This design comes from an exercise in tuning for small area, a short achievable clock period and few clock cycles per item on the open sky130 flow, not from production work. Where RTL was checked, it was by simulation tests only, not by an equivalence proof against the original.

==> flow/design.v (excerpt) <==
module tea_core (
    input  wire        clk,
    input  wire        rst,           
    input  wire        in_valid,
    output wire        in_ready,
    input  wire        in_decrypt,    
    input  wire [63:0] in_key,
    input  wire [63:0] in_block,
    output wire        out_valid,
    input  wire        out_ready,
    output wire [63:0] out_block
);
    reg         busy;       
    reg         vld;        
    reg  [6:0]  cnt;        
    reg         dec;
    reg  [63:0] key;
    reg  [31:0] a, b;
    reg  [31:0] fr;         
    function [31:0] acc_of(input [4:0] m);
        case (m)
            5'd0: acc_of = 32'h9E3779B9;
            5'd1: acc_of = 32'h3C6EF372;
            5'd2: acc_of = 32'hDAA66D2B;
            5'd3: acc_of = 32'h78DDE6E4;
            5'd4: acc_of = 32'h1715609D;
            5'd5: acc_of = 32'hB54CDA56;
            5'd6: acc_of = 32'h5384540F;
            5'd7: acc_of = 32'hF1BBCDC8;
            5'd8: acc_of = 32'h8FF34781;
            5'd9: acc_of = 32'h2E2AC13A;
            5'd10: acc_of = 32'hCC623AF3;
            5'd11: acc_of = 32'h6A99B4AC;
            5'd12: acc_of = 32'h08D12E65;
            5'd13: acc_of = 32'hA708A81E;
            5'd14: acc_of = 32'h454021D7;
            5'd15: acc_of = 32'hE3779B90;
            5'd16: acc_of = 32'h81AF1549;
            5'd17: acc_of = 32'h1FE68F02;
            5'd18: acc_of = 32'hBE1E08BB;
            5'd19: acc_of = 32'h5C558274;
            5'd20: acc_of = 32'hFA8CFC2D;
            5'd21: acc_of = 32'h98C475E6;
            5'd22: acc_of = 32'h36FBEF9F;
            5'd23: acc_of = 32'hD5336958;
            5'd24: acc_of = 32'h736AE311;
            5'd25: acc_of = 32'h11A25CCA;
            5'd26: acc_of = 32'hAFD9D683;
  ...
Size in the first run: roughly 1700 cells after synthesis, about 200 I/O pins.
Settings: LEC_CHECK=0, ABC_AREA=1, CAP_MARGIN=20, CORE_MARGIN=2, CORE_UTILIZATION=40, SLEW_MARGIN=20; clock period 12.0 ns.
run.sh (not shown) runs the stock make flow with config.mk's settings and CLKGATE_MAP_FILE= SYNTH_SCRIPT=/design/flow/synth_recipe.tcl, a recipe that flattens the netlist after the stock synthesis.
Next try:
==> flow/flow/run.sh (new file) <==
#!/bin/bash
# Standard ORFS layout, with 1x port buffers and a timing-repair target
# tighter than the clock (the clock and the SDC are unchanged).
set -euo pipefail
bash standard.sh synth > synth.log 2>&1
bash standard.sh SETUP_SLACK_MARGIN=8 BUFFER_PORTS_ARGS="-buffer_cell sky130_fd_sc_hd__buf_1" finish > layout.log 2>&1
==> flow/standard.sh (new file) <==
#!/bin/bash
# synth_recipe.tcl (not shown) runs the flow's synth.tcl, then flattens the netlist and writes it again
# the make line also repeats each setting of config.mk as NAME=value (left out here)
make -C /OpenROAD-flow-scripts/flow DESIGN_CONFIG=/design/flow/config.mk WORK_HOME=/design/flow/orfs CLKGATE_MAP_FILE= SYNTH_SCRIPT=/design/flow/synth_recipe.tcl "${@:-finish}"
removed: flow/run.sh
Final area came out higher by 4.4%.
Core utilization came out higher by 2.1 points.
Count of clock-buffer cells in the layout came out lower by 1.
Clock skew hardly moves.
No run of this note included a check of the RTL's function; only the layout flow was run.


Setup of north:
tea_core, a different RTL version from the one above (not shown whole).
Size: ~1600 cells after synthesis, ~170 flip-flops, roughly 200 I/O pins, ~0.014 mm² of cells after synthesis.
==> flow/design.v (excerpt) <==
module tea_core #(parameter integer ARCH = 1) (
    input  wire        clk,
    input  wire        rst,           
    input  wire        in_valid,
    output wire        in_ready,
    input  wire        in_decrypt,    
    input  wire [63:0] in_key,
    input  wire [63:0] in_block,
    output wire        out_valid,
    input  wire        out_ready,
    output wire [63:0] out_block
);
Settings: LEC_CHECK=0, ABC_AREA=1, CAP_MARGIN=20, CORE_MARGIN=2, CORE_UTILIZATION=40, CTS_BUF_LIST=sky130_fd_sc_hd__clkbuf_4 sky130_fd_sc_hd__clkbuf_8, PLACE_DENSITY=0.75, SLEW_MARGIN=20; clock period 12.0 ns.
standard.sh (not shown) runs the stock make flow with config.mk's settings and CLKGATE_MAP_FILE= SYNTH_SCRIPT=/design/flow/synth_recipe.tcl, a recipe that flattens the netlist after the stock synthesis.
==> flow/flow/run.sh <==
#!/bin/bash
# Standard ORFS layout, with 1x port buffers and a timing-repair target
# tighter than the clock (the clock and the SDC are unchanged).
set -euo pipefail
bash standard.sh synth > synth.log 2>&1
bash standard.sh SETUP_SLACK_MARGIN=7.25 BUFFER_PORTS_ARGS="-buffer_cell sky130_fd_sc_hd__buf_1" finish > layout.log 2>&1
Testbench counts of north, summed over its fixed seeds: cycles 68,578, items 1,024.
What south does differently from north at the input level:
-- flow/flow/run.sh --
<<< north, line 6
bash standard.sh SETUP_SLACK_MARGIN=7.25 BUFFER_PORTS_ARGS="-buffer_cell sky130_fd_sc_hd__buf_1" finish > layout.log 2>&1
>>> south, line 6
bash standard.sh SETUP_SLACK_MARGIN=7 BUFFER_PORTS_ARGS="-buffer_cell sky130_fd_sc_hd__buf_1" finish > layout.log 2>&1
-- flow/config.mk --
<<< north, line 13
export PLACE_DENSITY = 0.75
>>> south, line 13
## What came out
- Min share of the core filled with cells across north and south: south
- Summary of south over north: maximum fanout along the worst path saw an increase, flip-flop and latch share of the layout cell area saw an increase, met2 track demand over resource in global routing saw a decrease, critical path depth saw an increase.
- south vs. north: number of resized instances in the post-cts repair step went down by 8.
- The run showing the smaller final cell count is south.
- Count of boundary I/O pins of north is on par with south.
### south -> east
-- flow/flow/run.sh --
<<< south, line 6
bash standard.sh SETUP_SLACK_MARGIN=7 BUFFER_PORTS_ARGS="-buffer_cell sky130_fd_sc_hd__buf_1" finish > layout.log 2>&1
>>> east, line 6
bash standard.sh SETUP_SLACK_MARGIN=7.5 BUFFER_PORTS_ARGS="-buffer_cell sky130_fd_sc_hd__buf_1" finish > layout.log 2>&1
[summary]
- Critical path depth went down by a little under 10% going from south to east.
- Looking at cell with the largest stage delay on the worst path, the sky130_fd_sc_hd__edfxtp_1 result is from east; the sky130_fd_sc_hd__fa_1 one comes from south.
- Taking south as the reference, in east length in cells of the worst reg-to-reg path went down; number of signal-net buffers in the layout up 17%.
> inputs changed (east -> west)
-- flow/flow/run.sh --
<<< east, line 6
bash standard.sh SETUP_SLACK_MARGIN=7.5 BUFFER_PORTS_ARGS="-buffer_cell sky130_fd_sc_hd__buf_1" finish > layout.log 2>&1
>>> west, line 6
bash standard.sh SETUP_SLACK_MARGIN=7.25 BUFFER_PORTS_ARGS="-buffer_cell sky130_fd_sc_hd__buf_1" finish > layout.log 2>&1
--- outcome ---
Each of the runs, namely east and west, reached the end of the flow and came out clean. Going from east to west, worst reg-to-reg setup slack rose by 0.03 ns.
Inputs modified between west and middle:
-- flow/config.mk --
<<< west, line 12
export CTS_BUF_LIST = sky130_fd_sc_hd__clkbuf_4 sky130_fd_sc_hd__clkbuf_8
>>> middle, line 12
export CTS_BUF_LIST = sky130_fd_sc_hd__clkbuf_2 sky130_fd_sc_hd__clkbuf_4 sky130_fd_sc_hd__clkbuf_8
[summary]
middle: PASS, flow complete, no timing, DRC or antenna violations. Compared with west, in middle worst-skew pair later-pin latency essentially unchanged, via count essentially unchanged. Number of stages on the worst setup path: west vs middle identical. From middle to west, clock skew did not move at all. Comparing middle against west, there is no change at all in number of buffer cells added on primary ports. For tap cell instance count, west and middle come out practically identical. ~same number of sequential cells in west and middle. Re core utilization: no difference whatsoever between middle and west. As far as post-synthesis instance total goes, west and middle are indistinguishable; the numbers are identical.

## afterwards: timing with drivers on the ports
Ports are ideal in the flow. The routed layouts listed here were re-timed in OpenROAD.
Step 1 sets driving cells, clkbuf_16 on the clock port and buf_2 on the other inputs (assumed; they add their load-dependent delay and slew).
Step 2 adds t to the input delays and takes it off the output delays; t is the mean of the earliest and latest rising clock arrival at the registers after step 1. Input paths then give back, and output paths get back, about the clock's delay inside the block.
a / b / c = ideal ports / drivers / drivers and shift; a / b = the first two.
| run | shift t [ns] | slack for setup (ns) | worst hold slack (ns) | worst slew at a driven data input, ns |
|---|---|---|---|---|
| the first run of note 1 | 0.519 | 5.229 / 5.229 / 5.229 | 0.520 / 0.520 / 0.520 | 0.07 |
| the second run of note 1 | 0.508 | 7.025 / 7.025 / 7.025 | 0.531 / 0.531 / 0.531 | 0.06 |
| north | 0.540 | 7.322 / 7.322 / 7.322 | 0.534 / 0.534 / 0.534 | 0.07 |
| south | 0.553 | 7.305 / 7.305 / 7.305 | 0.554 / 0.554 / 0.554 | 0.05 |
| east | 0.540 | 7.371 / 7.371 / 7.371 | 0.534 / 0.534 / 0.534 | 0.05 |
| west | 0.557 | 7.400 / 7.400 / 7.400 | 0.555 / 0.555 / 0.555 | 0.05 |
| middle | 0.557 | 7.400 / 7.400 / 7.400 | 0.555 / 0.555 / 0.555 | 0.05 |
After both steps setup and hold are still met in every run listed.
